What follows belongs to an exercise in optimizing a design on an open flow for small area, a short achievable clock period and few clock cycles per item; a production flow would make more cautious choices. Only simulation tests tie the RTL to the original design; equivalence was not proved.

// sstv_tone_alu
module sstv_tone_alu (
    input  wire        clk,
    input  wire        rst,
    input  wire        in_valid,
    output wire        in_ready,
    input  wire [1:0]  in_op,
    input  wire [31:0] in_a,
    input  wire [37:0] in_b,
    output wire        out_valid,
    input  wire        out_ready,
    output wire [31:0] out_res,
    output wire [37:0] out_n
);
Size in the first run: about 510 flip-flops, roughly 150 I/O pins.
Settings: LEC_CHECK=0, CAP_MARGIN=20, CORE_MARGIN=2, CORE_UTILIZATION=60, PLACE_DENSITY=0.75, SLEW_MARGIN=20; clock period 18.0 ns.
run.sh (not shown) runs the stock make flow with config.mk's settings and CLKGATE_MAP_FILE= SYNTH_SCRIPT=/design/flow/synth_recipe.tcl, a recipe that flattens the netlist after the stock synthesis.
The first run went through all stages and came out clean.
Testbench counts at the start, summed over its fixed seeds: cycles 5,768, items 4,312.
Next try:
- CORE_UTILIZATION: 60 -> 40
- PLACE_DENSITY: 0.75 -> 0.6
Result: Sequential share of layout area shrinks by 0.47 points; global-route usage shrinks by 11 points; die area grows by 49%; synthesized cell count is unchanged; worst setup slack loses 0.12 ns; routed wire length grows by 7.8%.

---

sstv_tone_alu, a different RTL version from the one above (not shown whole).
Size in the first run: roughly 3,500 cells after synthesis, about 41,000 um^2 of cells after synthesis.
## sstv_tone_alu
module sstv_tone_alu (
    input  wire        clk,
    input  wire        rst,
    input  wire        in_valid,
    output wire        in_ready,
    input  wire [1:0]  in_op,
    input  wire [31:0] in_a,
    input  wire [37:0] in_b,
    output wire        out_valid,
    input  wire        out_ready,
    output wire [31:0] out_res,
    output wire [37:0] out_n
);
export LEC_CHECK = 0
export CAP_MARGIN = 20
export CORE_MARGIN = 2
export CORE_UTILIZATION = 60
export CTS_BUF_LIST = sky130_fd_sc_hd__clkbuf_4 sky130_fd_sc_hd__clkbuf_8
export PLACE_DENSITY = 0.75
export SLEW_MARGIN = 20
create_clock -name core_clock -period 18.0 [get_ports {clk}]
standard.sh (not shown) runs the stock make flow with config.mk's settings and CLKGATE_MAP_FILE= SYNTH_SCRIPT=/design/flow/synth_recipe.tcl, a recipe that flattens the netlist after the stock synthesis.
==> flow/flow/run.sh <==
#!/bin/bash
# Standard layout, with one netlist clean-up between synthesis and floorplan:
# flow/fapol.py picks the polarity of each full-adder cell so that fewer
# inverters sit between full adders (a full adder is self-dual).  Registers
# and every other cell are left as the standard synthesis made them.
set -euo pipefail
R=orfs/results/${FLOW_PLATFORM}/sstv_tone_alu/base
bash standard.sh synth > synth.log 2>&1
cp "$R/1_2_yosys.v" "$R/1_2_yosys.std.v"
python3 flow/fapol.py "$R/1_2_yosys.std.v" "$R/1_2_yosys.v" > fapol.log 2>&1
rm -f "$R/1_synth.odb" "$R/1_synth.sdc"
bash standard.sh > layout.log 2>&1
Other scripts of this flow, unchanged in this note and not shown: flow/flow/fapol.py
The starting point finished clean.
Testbench counts at the start, summed over its fixed seeds: cycles 5,768, items 4,312.
Then changed:
CTS_BUF_LIST = default   (was sky130_fd_sc_hd__clkbuf_4 sky130_fd_sc_hd__clkbuf_8)
=> The changed run passed the timing, design-rule and antenna checks. Register-to-register slack gains 0.12 ns. Cell count went down by 1.4%. Worst setup slack gains 0.12 ns. Die area is unchanged. Fmax went up by about 1.8%. Core utilization went up by 0.12 points. Area after synthesis is unchanged. Count of clock-buffer cells in the layout went down by 51. Clock skew went down by 0.040 ns. Wire length went up by about 1.4%. Sequential share of layout area hardly moves.

---

sstv_tone_alu again, from the RTL that the note above started with.
export LEC_CHECK = 0
export CAP_MARGIN = 20
export CORE_MARGIN = 2
export CORE_UTILIZATION = 60
export CTS_BUF_LIST = sky130_fd_sc_hd__clkbuf_4 sky130_fd_sc_hd__clkbuf_8
export PLACE_DENSITY = 0.75
export SLEW_MARGIN = 20
create_clock -name core_clock -period 18.0 [get_ports {clk}]
==> flow/flow/run.sh <==
#!/bin/bash
# Standard layout, with two changes:
# - between synthesis and floorplan, flow/fapol.py picks the polarity of each
#   full-adder cell so that fewer inverters sit between full adders (a full
#   adder is self-dual); registers and every other cell are left as the
#   standard synthesis made them;
# - timing repair aims for 11.5 ns of setup slack at the design's 18 ns clock
#   (the constraints themselves are unchanged);
# - the port buffers are plain buffers (sky130_fd_sc_hd__buf_1) instead of
#   delay buffers.
set -euo pipefail
R=orfs/results/${FLOW_PLATFORM}/sstv_tone_alu/base
bash standard.sh synth > synth.log 2>&1
cp "$R/1_2_yosys.v" "$R/1_2_yosys.std.v"
python3 flow/fapol.py "$R/1_2_yosys.std.v" "$R/1_2_yosys.v" > fapol.log 2>&1
rm -f "$R/1_synth.odb" "$R/1_synth.sdc"
export SETUP_SLACK_MARGIN=11.5
export BUFFER_PORTS_ARGS="-buffer_cell sky130_fd_sc_hd__buf_1"
bash standard.sh > layout.log 2>&1
Other scripts of this flow, unchanged in this note and not shown: flow/flow/fapol.py
Testbench counts at the start, summed over its fixed seeds: cycles 5,768, items 4,312.
Edit:
--- a/flow/flow/run.sh
+++ b/flow/flow/run.sh
@@ -6,4 +6,2 @@
 #   standard synthesis made them;
-# - timing repair aims for 11.5 ns of setup slack at the design's 18 ns clock
-#   (the constraints themselves are unchanged);
 # - the port buffers are plain buffers (sky130_fd_sc_hd__buf_1) instead of
@@ -16,3 +14,2 @@
 rm -f "$R/1_synth.odb" "$R/1_synth.sdc"
-export SETUP_SLACK_MARGIN=11.5
 export BUFFER_PORTS_ARGS="-buffer_cell sky130_fd_sc_hd__buf_1"
Effect: Critical path depth went up by 7; area after synthesis is unchanged; first-iteration DRC count climbs by 2.4%; synthesized cell count is unchanged; core utilization barely changes; sequential share of layout area barely changes; worst hold slack gets better by 0.021 ns.

---

Setup of build 51:
sstv_tone_alu, a different RTL version from the one above (not shown whole).
For scale: ~3700 cells after synthesis, about 42000 µm² of cells after synthesis.
==> flow/design.v (excerpt) <==
module sstv_tone_alu (
    input  wire        clk,
    input  wire        rst,
    input  wire        in_valid,
    output wire        in_ready,
    input  wire [1:0]  in_op,
    input  wire [31:0] in_a,
    input  wire [37:0] in_b,
    output wire        out_valid,
    input  wire        out_ready,
    output wire [31:0] out_res,
    output wire [37:0] out_n
);
export LEC_CHECK = 0
export CAP_MARGIN = 20
export CORE_MARGIN = 2
export CORE_UTILIZATION = 55
export CTS_BUF_LIST = sky130_fd_sc_hd__clkbuf_4 sky130_fd_sc_hd__clkbuf_8
export PLACE_DENSITY = 0.7
export SLEW_MARGIN = 20
create_clock -name core_clock -period 18.0 [get_ports {clk}]
==> flow/flow/run.sh <==
#!/bin/bash
# Standard layout, with three changes:
# - between synthesis and floorplan, flow/fapol.py picks the polarity of each
#   full-adder cell so that fewer inverters sit between full adders (a full
#   adder is self-dual); registers and every other cell are left as the
#   standard synthesis made them;
# - timing repair aims for 12.8 ns of setup slack at the design's 18 ns clock
#   (the constraints themselves are unchanged);
# - the port buffers are plain buffers (sky130_fd_sc_hd__buf_1) instead of
#   delay buffers.
set -euo pipefail
R=orfs/results/${FLOW_PLATFORM}/sstv_tone_alu/base
bash standard.sh synth > synth.log 2>&1
cp "$R/1_2_yosys.v" "$R/1_2_yosys.std.v"
python3 flow/fapol.py "$R/1_2_yosys.std.v" "$R/1_2_yosys.v" > fapol.log 2>&1
rm -f "$R/1_synth.odb" "$R/1_synth.sdc"
export SETUP_SLACK_MARGIN=12.8
export BUFFER_PORTS_ARGS="-buffer_cell sky130_fd_sc_hd__buf_1"
bash standard.sh > layout.log 2>&1
Other scripts of this flow, unchanged in this note and not shown: flow/flow/fapol.py
Testbench counts of build 51, summed over its fixed seeds: cycles 5,232, items 4,312.
Setup changes, build 51 to build 63
- PLACE_DENSITY changed from 0.7 to 0.65
- CORE_UTILIZATION changed from 55 to 50
--- a/flow/flow/run.sh
+++ b/flow/flow/run.sh
@@ -6,3 +6,3 @@
 #   standard synthesis made them;
-# - timing repair aims for 12.8 ns of setup slack at the design's 18 ns clock
+# - timing repair aims for 12.5 ns of setup slack at the design's 18 ns clock
 #   (the constraints themselves are unchanged);
@@ -16,3 +16,3 @@
 rm -f "$R/1_synth.odb" "$R/1_synth.sdc"
-export SETUP_SLACK_MARGIN=12.8
+export SETUP_SLACK_MARGIN=12.5
 export BUFFER_PORTS_ARGS="-buffer_cell sky130_fd_sc_hd__buf_1"
From build 51 to build 63 the numbers moved as follows: relative area change from synthesis to final layout shrank by 1.7 points, number of signal-net buffers in the layout shrank by 17%, worst stage delay on the critical path grew by 0.18 ns, combined buffer and inverter count along the critical path shrank by 33.
The start point of the critical path comes out q3[21]$_DFFE_PN_ in one run and m2[32]$_DFFE_PN_ in the other, namely in build 51 and build 63 respectively.
For build 10, these inputs were changed with respect to build 63:
- swapping 0.65 for 0.75 in PLACE_DENSITY
- swapping 50 for 60 in CORE_UTILIZATION
Findings:
- Build 63 → build 10: first-iteration DRC count increased about 20%, sequential share of layout area saw an increase.
### build 10 -> build 16
--- a/flow/flow/run.sh
+++ b/flow/flow/run.sh
@@ -6,3 +6,3 @@
 #   standard synthesis made them;
-# - timing repair aims for 12.5 ns of setup slack at the design's 18 ns clock
+# - timing repair aims for 12.8 ns of setup slack at the design's 18 ns clock
 #   (the constraints themselves are unchanged);
@@ -16,3 +16,3 @@
 rm -f "$R/1_synth.odb" "$R/1_synth.sdc"
-export SETUP_SLACK_MARGIN=12.5
+export SETUP_SLACK_MARGIN=12.8
 export BUFFER_PORTS_ARGS="-buffer_cell sky130_fd_sc_hd__buf_1"
## What came out
Build 16 vs. build 10: final hold slack down 0.0041 ns. Per the comparison of build 16 with build 10, wire length reported by the detailed router now smaller, HPWL after detailed placement now smaller, total CTS buffers now larger, via count normalized by instance count now smaller.
Edits applied to the flow inputs when going from build 16 to build 97:
- CORE_UTILIZATION now 65, was 60
- PLACE_DENSITY now 0.8, was 0.75
--- a/flow/flow/run.sh
+++ b/flow/flow/run.sh
@@ -6,3 +6,3 @@
 #   standard synthesis made them;
-# - timing repair aims for 12.8 ns of setup slack at the design's 18 ns clock
+# - timing repair aims for 12.5 ns of setup slack at the design's 18 ns clock
 #   (the constraints themselves are unchanged);
@@ -16,3 +16,3 @@
 rm -f "$R/1_synth.odb" "$R/1_synth.sdc"
-export SETUP_SLACK_MARGIN=12.8
+export SETUP_SLACK_MARGIN=12.5
 export BUFFER_PORTS_ARGS="-buffer_cell sky130_fd_sc_hd__buf_1"
--- outcome ---
Build 97 had finished all stages when the layout checks came back failing, citing max-capacitance violations, max-slew violations. When build 97 is set beside build 16, its relative area change from synthesis to final layout turns out to be 2.1 points smaller. Relative to build 16, the post-CTS setup buffer count measured on build 97 has decreased by more than half. Summary of build 97 over build 16: global-route met3 utilization rose by 3.0 points; fraction of layout instances using a drive strength above 1 saw a decrease.

-- separate check: timing with driven ports --
The flow's constraints put no driver on any port. The routed layouts listed below were extracted and timed again, unchanged, in two steps.
Step 1, drivers: a clkbuf_16 drives clk and a buf_2 each remaining input, both assumed.
Step 2 also shifts input and output timing later by t, the mid clock arrival at the registers, as if the neighbouring blocks saw the same clock.
Slacks: ideal ports / drivers / drivers and shift; pairs: ideal ports / drivers.
run	t, ns	setup slack, ns	worst register clock-pin slew, ns
the first run of note 1	0.700	11.651 / 11.651 / 11.651	0.07 / 0.07
the second run of note 1	0.724	11.533 / 11.533 / 11.533	0.07 / 0.07
the first run of note 2	0.795	11.384 / 11.384 / 11.384	0.09 / 0.09
the second run of note 2	0.714	11.504 / 11.504 / 11.504	0.07 / 0.07
the first run of note 3	0.781	11.690 / 11.690 / 11.690	0.08 / 0.08
the second run of note 3	0.786	11.513 / 11.513 / 11.513	0.07 / 0.07
build 51	0.762	12.492 / 12.492 / 12.492	0.08 / 0.08
build 63	0.791	12.533 / 12.533 / 12.533	0.07 / 0.07
build 10	0.761	12.452 / 12.452 / 12.452	0.07 / 0.07
build 16	0.760	12.551 / 12.551 / 12.551	0.07 / 0.07
build 97	0.784	11.822 / 11.822 / 11.822	0.09 / 0.09
